This is an optimization exercise on Yosys and OpenROAD, whose aim is a short achievable clock period and few clock cycles, not a production implementation. In this exercise RTL edits were held to simulation tests only and were not proved equivalent to the original. Power and IR drop assume default switching activity.

`design/flow/run.sh`:
```
#!/bin/bash
# synth_recipe.tcl (not shown) runs the flow's synth.tcl, then flattens the netlist and writes it again
# the make line also repeats each setting of config.mk as NAME=value (left out here)
make -C /OpenROAD-flow-scripts/flow DESIGN_CONFIG=/design/flow/config.mk WORK_HOME=/design/flow/orfs CLKGATE_MAP_FILE= SYNTH_SCRIPT=/design/flow/synth_recipe.tcl finish
```
`design/flow/config.mk`:
```
export PLATFORM = sky130hd
export DESIGN_NAME = wfb_core
export DESIGN_NICKNAME = wfb_core
export VERILOG_FILES = /design/flow/design.v
export SDC_FILE = /design/flow/constraint.sdc
export NUM_CORES = 4
export LEC_CHECK = 0
export CAP_MARGIN = 20
export CORE_MARGIN = 2
export CORE_UTILIZATION = 40
export SLEW_MARGIN = 20
```
`design/flow/constraint.sdc`:
```
create_clock -name core_clock -period 6.0 [get_ports {clk}]
set_input_delay 1.2000 -clock core_clock [delete_from_list [all_inputs] [get_ports {clk}]]
set_output_delay 1.2000 -clock core_clock [all_outputs]
set_load 0.01 [all_outputs]
```
`design/flow/design.v`:
```
module wfb_act (
    input  wire        bd4,      
    input  wire [3:0]  k,        
    input  wire [15:0] chunk,    
    output wire [7:0]  lanes
);
    wire [3:0] v0 = bd4 ? chunk[3:0]   : {2'b00, chunk[1:0]};
    wire [3:0] v1 = bd4 ? chunk[7:4]   : {2'b00, chunk[3:2]};
    wire [3:0] v2 = bd4 ? chunk[11:8]  : {2'b00, chunk[5:4]};
    wire [3:0] v3 = bd4 ? chunk[15:12] : {2'b00, chunk[7:6]};
    assign lanes = {1'b0, v3 > k, 1'b0, v2 > k, 1'b0, v1 > k, 1'b0, v0 > k};
endmodule
module wfb_mask (
    input  wire [4:0]  c,        
    input  wire [15:0] x,        
    input  wire [16:0] x_end,    
    output wire [7:0]  mask
);
    wire [16:0] p0 = {10'd0, c, 2'd0};
    wire [16:0] p1 = {10'd0, c, 2'd1};
    wire [16:0] p2 = {10'd0, c, 2'd2};
    wire [16:0] p3 = {10'd0, c, 2'd3};
    wire [16:0] xs = {1'b0, x};
    wire in0 = (p0 >= xs) && (p0 < x_end);
    wire in1 = (p1 >= xs) && (p1 < x_end);
    wire in2 = (p2 >= xs) && (p2 < x_end);
    wire in3 = (p3 >= xs) && (p3 < x_end);
    assign mask = {{2{in3}}, {2{in2}}, {2{in1}}, {2{in0}}};
endmodule
module wfb_core (
    input  wire         clk,
    input  wire         rst,
    input  wire         cmd_valid,
    input  wire [127:0] cmd_data,
    output wire         cmd_ready,
    output reg  [2:0]   err,
    output wire         mem_req,
    output wire [31:0]  mem_addr,
    input  wire         mem_gnt,
    input  wire         mem_rvalid,
    input  wire [15:0]  mem_rdata,
    output wire         ev_valid,
    input  wire         ev_ready,
    output reg  [2:0]   ev_op,
    output reg  [31:0]  ev_data
);
    localparam PANEL_W     = 128;
    localparam PANEL_H     = 32;
    localparam BEATS       = PANEL_W / 16;      
    localparam MIN_PULSE   = 16'd10;
    localparam DISSIPATION = 32'd12000;
    localparam DARK_TIME   = 16'd40;
    localparam CLEAR_TIME  = 16'd80;
    localparam EV_FSTART = 3'd0;
    localparam EV_FEND   = 3'd1;
    localparam EV_BUFWR  = 3'd2;
    localparam EV_SWITCH = 3'd3;
    localparam EV_COMMIT = 3'd4;
    localparam EV_FAST   = 3'd5;
    localparam EV_DWELL  = 3'd6;
    localparam ERR_NONE     = 3'd0;
    localparam ERR_BITDEPTH = 3'd1;
    localparam ERR_RECT     = 3'd3;
    localparam ERR_OPCODE   = 3'd4;
    localparam ERR_FRAME    = 3'd5;
    localparam OP_LUT   = 8'h01;
    localparam OP_IMAGE = 8'h02;
    localparam OP_SOLID = 8'h03;
    localparam OP_CLEAR = 8'h04;
    localparam S_IDLE   = 4'd0;
    localparam S_CHECK  = 4'd1;
    localparam S_FSTART = 4'd2;
    localparam S_ROW    = 4'd3;
    localparam S_GROUP  = 4'd4;
    localparam S_REQ    = 4'd5;
    localparam S_WAIT   = 4'd6;
    localparam S_BEAT   = 4'd7;
    localparam S_SWITCH = 4'd8;
    localparam S_COMMIT = 4'd9;
    localparam S_DWELL  = 4'd10;
    localparam S_FAST   = 4'd11;
    localparam S_FEND   = 4'd12;
    localparam RM_NULL  = 2'd0;
    localparam RM_IMAGE = 2'd1;
    localparam RM_FILL  = 2'd2;
    reg [3:0]   state;
    reg [127:0] desc;
    wire [7:0]  d_op   = desc[7:0];
    wire [7:0]  d_a    = desc[15:8];
    wire [15:0] d_b    = desc[31:16];
    wire [15:0] d_x    = desc[47:32];
    wire [15:0] d_y    = desc[63:48];
    wire [15:0] d_w    = desc[79:64];
    wire [15:0] d_h    = desc[95:80];
    wire [31:0] d_addr = desc[127:96];
    wire [16:0] x_end = {1'b0, d_x} + {1'b0, d_w};
    wire [16:0] y_end = {1'b0, d_y} + {1'b0, d_h};
    reg [3:0]   k;
    reg [4:0]   pass;
    reg [5:0]   row;
    reg [15:0]  skipping;
    reg [2:0]   beat;
    reg [1:0]   grp;
    reg [1:0]   rowmode;
    reg         primed;        
    reg         slow;          
    reg [7:0]   pbyte [0:3];   
    wire is_lut   = (d_op == OP_LUT);
    wire is_image = (d_op == OP_IMAGE);
    wire is_solid = (d_op == OP_SOLID);
    wire is_clear = (d_op == OP_CLEAR);
    wire bd_ok   = (d_a == 8'd2) || (d_a == 8'd4);
    wire rect_ok = (x_end <= PANEL_W) && (y_end <= PANEL_H);
    wire frame_ok = (d_a == 8'd4) ? (d_b < 16'd15) : (d_b < 16'd3);
    reg       legal;
    always @(*) begin
        case (d_op)
            OP_LUT:   legal = (desc[127:32] == 96'd0);
            OP_IMAGE: legal = (d_b == 16'd0);
            OP_SOLID: legal = (d_addr == 32'd0);
            OP_CLEAR: legal = (desc[31:8] == 24'd0) && (d_addr == 32'd0);
            default:  legal = 1'b0;
        endcase
    end
    reg [2:0] check_err;
    always @(*) begin
        if (!legal)
            check_err = ERR_OPCODE;
        else if ((is_lut || is_image) && !bd_ok)
            check_err = ERR_BITDEPTH;
        else if (is_lut && !frame_ok)
            check_err = ERR_FRAME;
        else if (!is_lut && !rect_ok)
            check_err = ERR_RECT;
        else
            check_err = ERR_NONE;
    end
    wire bd4 = (d_a == 8'd4);
    wire [3:0] last_k = bd4 ? 4'd14 : 4'd2;
    reg [15:0] contrast;
    always @(*) begin
        if (bd4) begin
            case (k)
                4'd0:  contrast = 16'd3;
                4'd1:  contrast = 16'd3;
                4'd2:  contrast = 16'd2;
                4'd3:  contrast = 16'd2;
                4'd4:  contrast = 16'd3;
                4'd5:  contrast = 16'd3;
                4'd6:  contrast = 16'd3;
                4'd7:  contrast = 16'd4;
                4'd8:  contrast = 16'd4;
                4'd9:  contrast = 16'd5;
                4'd10: contrast = 16'd5;
                4'd11: contrast = 16'd5;
                4'd12: contrast = 16'd10;
                4'd13: contrast = 16'd20;
                default: contrast = 16'd30;
            endcase
        end else begin
            case (k)
                4'd0:    contrast = 16'd8;
                4'd1:    contrast = 16'd10;
                default: contrast = 16'd100;
            endcase
        end
    end
    wire pass_dark = (pass < 5'd3) || (pass >= 5'd6 && pass < 5'd9) ||
                     (pass >= 5'd12 && pass < 5'd15);
    reg [15:0] frame_dur;
    reg [7:0]  fill_byte;
    always @(*) begin
        if (is_image) begin
            frame_dur = contrast;
            fill_byte = 8'h00;
        end else if (is_solid) begin
            frame_dur = d_b;
            fill_byte = d_a;
        end else begin
            frame_dur = (pass < 5'd3) ? DARK_TIME : CLEAR_TIME;
            fill_byte = pass_dark ? 8'h55 : 8'hAA;
        end
    end
    wire row_inside = ({11'd0, row} >= {1'b0, d_y}) && ({11'd0, row} < y_end);
    wire [4:0] cur_c = {beat, grp};
    wire [7:0] cur_mask;
    wfb_mask u_mask_cur (.c(cur_c), .x(d_x), .x_end(x_end), .mask(cur_mask));
    wire [31:0] row_base = bd4 ? (d_addr + {20'd0, row, 6'd0})
                               : (d_addr + {21'd0, row, 5'd0});
    assign mem_addr = bd4 ? (row_base + {26'd0, cur_c, 1'b0})
                          : (row_base + {27'd0, cur_c});
    assign mem_req  = (state == S_REQ);
    wire [7:0] act_lanes;
    wfb_act u_act (.bd4(bd4), .k(k), .chunk(mem_rdata), .lanes(act_lanes));
    wire [7:0] fmask0, fmask1, fmask2, fmask3;
    wfb_mask u_mask_f0 (.c({beat, 2'd0}), .x(d_x), .x_end(x_end), .mask(fmask0));
    wfb_mask u_mask_f1 (.c({beat, 2'd1}), .x(d_x), .x_end(x_end), .mask(fmask1));
    wfb_mask u_mask_f2 (.c({beat, 2'd2}), .x(d_x), .x_end(x_end), .mask(fmask2));
    wfb_mask u_mask_f3 (.c({beat, 2'd3}), .x(d_x), .x_end(x_end), .mask(fmask3));
    reg [31:0] beat_data;
    always @(*) begin
        case (rowmode)
            RM_IMAGE: beat_data = {pbyte[1], pbyte[0], pbyte[3], pbyte[2]};
            RM_FILL:  beat_data = {fill_byte & fmask1, fill_byte & fmask0,
                                   fill_byte & fmask3, fill_byte & fmask2};
            default:  beat_data = 32'd0;
        endcase
    end
    assign ev_valid = (state == S_FSTART) || (state == S_FEND) ||
                      (state == S_BEAT)   || (state == S_SWITCH) ||
                      (state == S_COMMIT) || (state == S_FAST) ||
                      (state == S_DWELL);
    always @(*) begin
        ev_op   = EV_FSTART;
        ev_data = 32'd0;
        case (state)
            S_FEND:   ev_op = EV_FEND;
            S_BEAT:   begin ev_op = EV_BUFWR; ev_data = beat_data; end
            S_SWITCH: ev_op = EV_SWITCH;
            S_COMMIT: begin
                ev_op   = EV_COMMIT;
                ev_data = {16'd0, slow ? MIN_PULSE : frame_dur};
            end
            S_FAST:   ev_op = EV_FAST;
            S_DWELL:  begin ev_op = EV_DWELL; ev_data = DISSIPATION; end
            default:  ;
        endcase
    end
    wire ev_fire  = ev_valid && ev_ready;
    assign cmd_ready = (state == S_IDLE);
    task next_row;
        begin
            row   <= row + 6'd1;
            state <= S_ROW;
        end
    endtask
    always @(posedge clk) begin
        if (rst) begin
            state    <= S_IDLE;
            err      <= ERR_NONE;
            desc     <= 128'd0;
            k        <= 4'd0;
            pass     <= 5'd0;
            row      <= 6'd0;
            skipping <= 16'd0;
            beat     <= 3'd0;
            grp      <= 2'd0;
            rowmode  <= RM_NULL;
            primed   <= 1'b0;
            slow     <= 1'b0;
        end else begin
            case (state)
                S_IDLE: begin
                    if (cmd_valid) begin
                        desc  <= cmd_data;
                        state <= S_CHECK;
                    end
                end
                S_CHECK: begin
                    k    <= 4'd0;
                    pass <= 5'd0;
                    if (check_err != ERR_NONE || is_lut) begin
                        err   <= check_err;
                        state <= S_IDLE;
                    end else begin
                        state <= S_FSTART;
                    end
                end
                S_FSTART: begin
                    if (ev_fire) begin
                        row      <= 6'd0;
                        skipping <= 16'd0;
                        state    <= S_ROW;
                    end
                end
                S_ROW: begin
                    beat <= 3'd0;
                    grp  <= 2'd0;
                    slow <= 1'b0;
                    if (row == PANEL_H) begin
                        state <= S_COMMIT;
                    end else if (!row_inside) begin
                        if (skipping < 16'd2) begin
                            rowmode <= RM_NULL;
                            slow    <= 1'b1;
                            state   <= S_BEAT;
                        end else begin
                            state <= S_FAST;
                        end
                    end else if (is_image) begin
                        rowmode <= RM_IMAGE;
                        state   <= S_GROUP;
                    end else if ({10'd0, row} == d_y) begin
                        rowmode <= RM_FILL;
                        primed  <= 1'b0;
                        state   <= S_SWITCH;
                    end else begin
                        state <= S_COMMIT;
                    end
                end
                S_GROUP: begin
                    if (cur_mask == 8'd0) begin
                        pbyte[grp] <= 8'd0;
                        grp <= grp + 2'd1;
                        if (grp == 2'd3)
                            state <= S_BEAT;
                    end else begin
                        state <= S_REQ;
                    end
                end
                S_REQ: begin
                    if (mem_gnt)
                        state <= S_WAIT;
                end
                S_WAIT: begin
                    if (mem_rvalid) begin
                        pbyte[grp] <= act_lanes & cur_mask;
                        grp <= grp + 2'd1;
                        state <= (grp == 2'd3) ? S_BEAT : S_GROUP;
                    end
                end
                S_BEAT: begin
                    if (ev_fire) begin
                        beat <= beat + 3'd1;
                        if (beat != BEATS - 1) begin
                            state <= (rowmode == RM_IMAGE) ? S_GROUP : S_BEAT;
                        end else if (rowmode == RM_FILL && !primed) begin
                            primed <= 1'b1;
                            state  <= S_SWITCH;
                        end else begin
                            state <= S_COMMIT;
                        end
                    end
                end
                S_SWITCH: begin
                    if (ev_fire) begin
                        beat  <= 3'd0;
                        state <= S_BEAT;
                    end
                end
                S_COMMIT: begin
                    if (ev_fire) begin
                        if (slow) begin
                            state <= S_DWELL;
                        end else begin
                            skipping <= 16'd0;
                            if (row == PANEL_H)
                                state <= S_FEND;
                            else
                                next_row;
                        end
                    end
                end
                S_DWELL: begin
                    if (ev_fire) begin
                        if (skipping != 16'hFFFF)
                            skipping <= skipping + 16'd1;
                        next_row;
                    end
                end
                S_FAST: begin
                    if (ev_fire) begin
                        if (skipping != 16'hFFFF)
                            skipping <= skipping + 16'd1;
                        next_row;
                    end
                end
                S_FEND: begin
                    if (ev_fire) begin
                        if (is_image && k != last_k) begin
                            k     <= k + 4'd1;
                            state <= S_FSTART;
                        end else if (is_clear && pass != 5'd17) begin
                            pass  <= pass + 5'd1;
                            state <= S_FSTART;
                        end else begin
                            err   <= ERR_NONE;
                            k     <= 4'd0;
                            pass  <= 5'd0;
                            state <= S_IDLE;
                        end
                    end
                end
                default: state <= S_IDLE;
            endcase
        end
    end
endmodule
```
==> results.txt <==
- Kind of critical path: flop to primary output
- Die width: 195 µm
* Avg Inst Size Synth: 7.38 µm²
* Required time at the endpoint of the critical path: 4.80 ns
- For the worst setup path, the data arrival time is 4.55 ns.
* First-iteration detailed-routing DRC count: 1,183
- 0 antenna diodes ended up in the layout.
* Core Area: 35,700 µm²
* Synthesis-stage register bit count: 196
* Die ar.: approximately 38,000 µm²
- Summing the areas of all and, or, nand and nor instances in the mapped netlist gives 26.9% of the synthesized area.
* Gp weighted congestion: around 0.90
- Counting every net in the synthesized netlist gives roughly 2,200.
- Detailed placement ended at an HPWL of roughly 38 mm.
* Slack of the worst reg-to-reg path: between 1 and 1.5 ns
- Clock tree synthesis found a total of roughly 200 sinks.
* Area Growth Syn to Fin: 21.8%
* RSZ-0062 raised after global routing: false
- I/O pin count: 223
* Worst Setup End Kind: primary output
- Routed metal-1 wire length: 23.1 mm
- The number of clock buffers added by TritonCTS is 17.
- Antenna violations before repair: 0
- For this run, design rule violations remaining after detail routing come to 0.
* Vias per cell: 5.71
- After clock tree synthesis, the clock-pin slew on the worst setup and hold paths is 0.08 ns.
- After layout, the design draws a total of 0.00358 W.
- The tool flagged a number of max-cap violations equal to 0.
- Of the cells placed in the final design, the portion with a size suffix greater than 1 is 4.66%.
- The worst pin sits at a relative slew slack of 31.9%.
- Of all cell types, the one taking the most synthesized area is dfxtp_1.
- WL/cell: 18.7 µm
* Number of buffers inserted by port buffering: 222
- The die is 195 µm tall.
- In the synthesized netlist, the cells that appear most often are nand2_1, a21oi_1, dfxtp_1, nor2_1, ha_1.
- At the end of the flow the core is filled with cells to 49.7%.
- In this run the core area contains slightly below 70 standard-cell rows.
* F_max: between 150 and 200 MHz
* Vias in the first global route: roughly 14,000
- Xor/xnor share of the synthesized area: 5.36%
- For the pin with the worst max-slew slack, the measured transition is slightly above 1 ns.
- By instance count, the leading cell after synthesis is nand2_1.
* CTS Root Cell: clkbuf_16
- In the synthesized netlist the dominant register cell turns out to be dfxtp_1.
- Initial DRT Pass Iterations: 5
* Initial Utilization: 40.8%
* Wire length of the first global-routing pass: about 77 mm
- Worst hold-check path type: flop to flop
- Yosys mapped the design onto 96 distinct sky130hd cell types.
- Of the available clock period, the critical path in the final layout requires between 90% and 100%.
- Of the post-synthesis cell area, the part taken by muxes is 0.766%.
* Worst-skew pair later-pin latency: ~0.46 ns
- TritonCTS built the clock tree.
- The final number of hold-violating endpoints came to 0.
- Highest Signal Layer: met4
- DRT Wirelength: 48.9 mm
- Power Density: 202 nW/µm²
- The detail route stage leaves a number of antenna-violating nets equal to 0.
- Static Leakage: between 6 and 7 nW
* Cell Area, Synth: about 15,000 µm²
- Min Clock Period, post-route: 5.75 ns
- Overflow after GRT: 0
- Setup total negative slack on the finished layout was measured at 0 ns.
* Clock skew: ~0.013 ns
- In the synthesized netlist the async set-or-reset flop fraction comes to 0%.
- The longest clock path from root to sink contains 2 buffers.
- Number of synthesis warnings: 1
* Share of the synthesized area in compound gates (AO/OA/AOI/OAI): 23.8%
* Adder and majority gate portion of the synthesized area: 10.5%
- Via Count: between 10,000 and 15,000
- In the detailed route, the total length drawn on met3 is 2.31 mm.
- The H-tree was split into 4 levels.
- Biggest fanout along the worst timing path: 5
* Area share of the largest cell type after synthesis: 24.8%
- In the global route stage, overall resource usage came out at 25.3%.
* Category of the worst setup path launch point: flop
- Status: no timing/DRC/antenna violations
- After the last flow step, the layout net total stands at 2,404.
- Largest vdd supply drop: 0.222 mV
* Number of hold-repair buffers added at the cts stage: 0
* Leading cell types by total area after synthesis: dfxtp_1, nand2_1, ha_1
* Max Transition Viols Final: 0
* Endpoints failing setup: 0
* Wire length on met2: ~23 mm
- Number of enable flip-flop cells after synthesis: 16
* Seq/Total Area, Yosys: between 20 and 30%
- Pin count of the biggest net entering global routing: 91
- Synthesis handed over a netlist of 1,970 instances.
* Dominant combinational cell family by area after synthesis: simple AND/OR/NAND/NOR gates
-- kinds of logic after synthesis --
kind of cell	after synthesis
adders and majority gates	119
and+or+nand+nor	827
buffers and inverters	167
xor gates and xnor gates	89
DFF	196
muxes	11
AOI/OAI and AO/OA	561
-- repair_timing --
item / CTS / global route
setup buffers: 0 / 2
pin swaps: 0 / 2
gates resized for setup: 1 / 5
hold endpoints to repair: 0 / 0
setup endpoints to repair: 2 / 32
-- registers in the layout (all words and copies together) (netlist names), named ones only --
name      cells
pbyte        16
row           6
skipping     16
rowmode       2
desc        128
primed        1
err           3
pass          5
slow          1
grp           2
k             4
state         4
beat          3
-- routing by layer --
metal / global-route usage [%] / vias up
li1: - / 7359
met1: 34.6 / 7052
met2: 41.9 / 449
met3: 3.87 / 47
met4: 5.95 / 0
met5: 0 / -
-- final cells by class --
cell class / count / area [µm²]
sequential: 196 / 4090
clock buffer: 20 / 467
timing repair buffer: 238 / 2340
multi-input combinational: 1607 / 9840
fill: 3532 / 17900
tap: 461 / 577
clock inverter: 12 / 116
inverter: 75 / 282
-- path summary, 6_finish.rpt --
path / cells after the start / to / from
max: 16 / mem_addr[31] / desc[9]
min: 2 / desc[6] / desc[6]
max reg2reg: 17 / pbyte[3][0] / desc[32]
min reg2reg: 2 / desc[6] / desc[6]
-- where the power goes --
group | switching, W | leakage, nW | internal (W)
clock network | 0.000560 | 0.284 | 0.000613
registers | 0.0000869 | 1.66 | 0.00138
logic | 0.000549 | 4.79 | 0.000389
total | 0.00120 | 6.73 | 0.00238
-- cells in the final DEF, fill, tap and decap left out, types with 13 or more instances in the layout --
| cell type | Yosys | final |
|---|---|---|
| ha_1 | 113 | 113 |
| clkbuf_16 | 0 | 17 |
| or3_1 | 13 | 13 |
| nor2b_1 | 24 | 24 |
| a211oi_1 | 17 | 16 |
| nand4_1 | 26 | 26 |
| nor4_1 | 33 | 33 |
| xnor2_1 | 51 | 51 |
| and2_1 | 15 | 15 |
| o21ai_1 | 13 | 13 |
| nor2_1 | 139 | 139 |
| nand2_1 | 393 | 392 |
| a31oi_1 | 20 | 20 |
| dfxtp_1 | 180 | 177 |
| o22ai_1 | 13 | 13 |
| nand3_1 | 54 | 54 |
| clkdlybuf4s50_1 | 0 | 221 |
| inv_1 | 74 | 74 |
| and3_1 | 22 | 21 |
| o21ai_0 | 108 | 108 |
| nand2b_1 | 19 | 19 |
| xor2_1 | 38 | 38 |
| buf_4 | 2 | 17 |
| a21o_1 | 18 | 18 |
| edfxtp_1 | 16 | 16 |
| a21oi_1 | 239 | 238 |
| nor3_1 | 34 | 34 |
-- critical path, stage by stage (launching register included) --
cell,delay (ns)
dfxtp_1,0.39
nor4b_4,0.52
nand2_2,0.11
nand2_1,0.08
nand2_1,0.07
ha_1,0.32
o21a_1,0.13
o31a_1,0.20
o211ai_4,0.10
a21o_1,0.23
nor3b_4,0.23
and4_4,0.29
nor3b_4,0.28
nand3b_4,0.16
nor4b_2,0.28
xnor2_1,0.15
clkdlybuf4s50_1,0.55
-- per-stage QoR --
| stage | setup WS (ns) | cells | cell area [µm²] | hold slack (ns) |
|---|---|---|---|---|
| CTS | 0.0778 | 2607 | 17700 | 0.462 |
| finish | 0.246 | 2609 | 17700 | 0.466 |
| global placement | 0.596 | 2575 | 17100 | 0.444 |
| global route | 0.0396 | 2609 | 17700 | 0.486 |
| floorplan | 1.01 | 1970 | 14500 | 0.436 |
| detailed placement | 0.502 | 2575 | 17100 | 0.451 |
Testbench counts, summed over its fixed seeds: cycles 361,854.

-- static timing again, ports no longer ideal --
In the flow no input, the clock included, has a driving cell. The finished layout below was timed again as built, in two steps.
Step 1 sets driving cells, clkbuf_16 on the clock port and buf_2 on the other inputs (assumed; they add their load-dependent delay and slew).
Step 2 also shifts input and output timing later by t, the mid clock arrival at the registers, as if the neighbouring blocks saw the same clock.
Slacks: ideal ports / drivers / drivers and shift; pairs: ideal ports / drivers.
t (ns): 0.505
setup slack, ns: 0.246 / 0.194 / 0.699
worst setup path after step 2: register to output
worst slew at a driven data input, ns: 0.06
cell pins on the clock port's net: 1
After both steps setup and hold are still met in this run. The setup slack of this run moves by -0.052 ns with the drivers and by +0.453 ns with both steps.
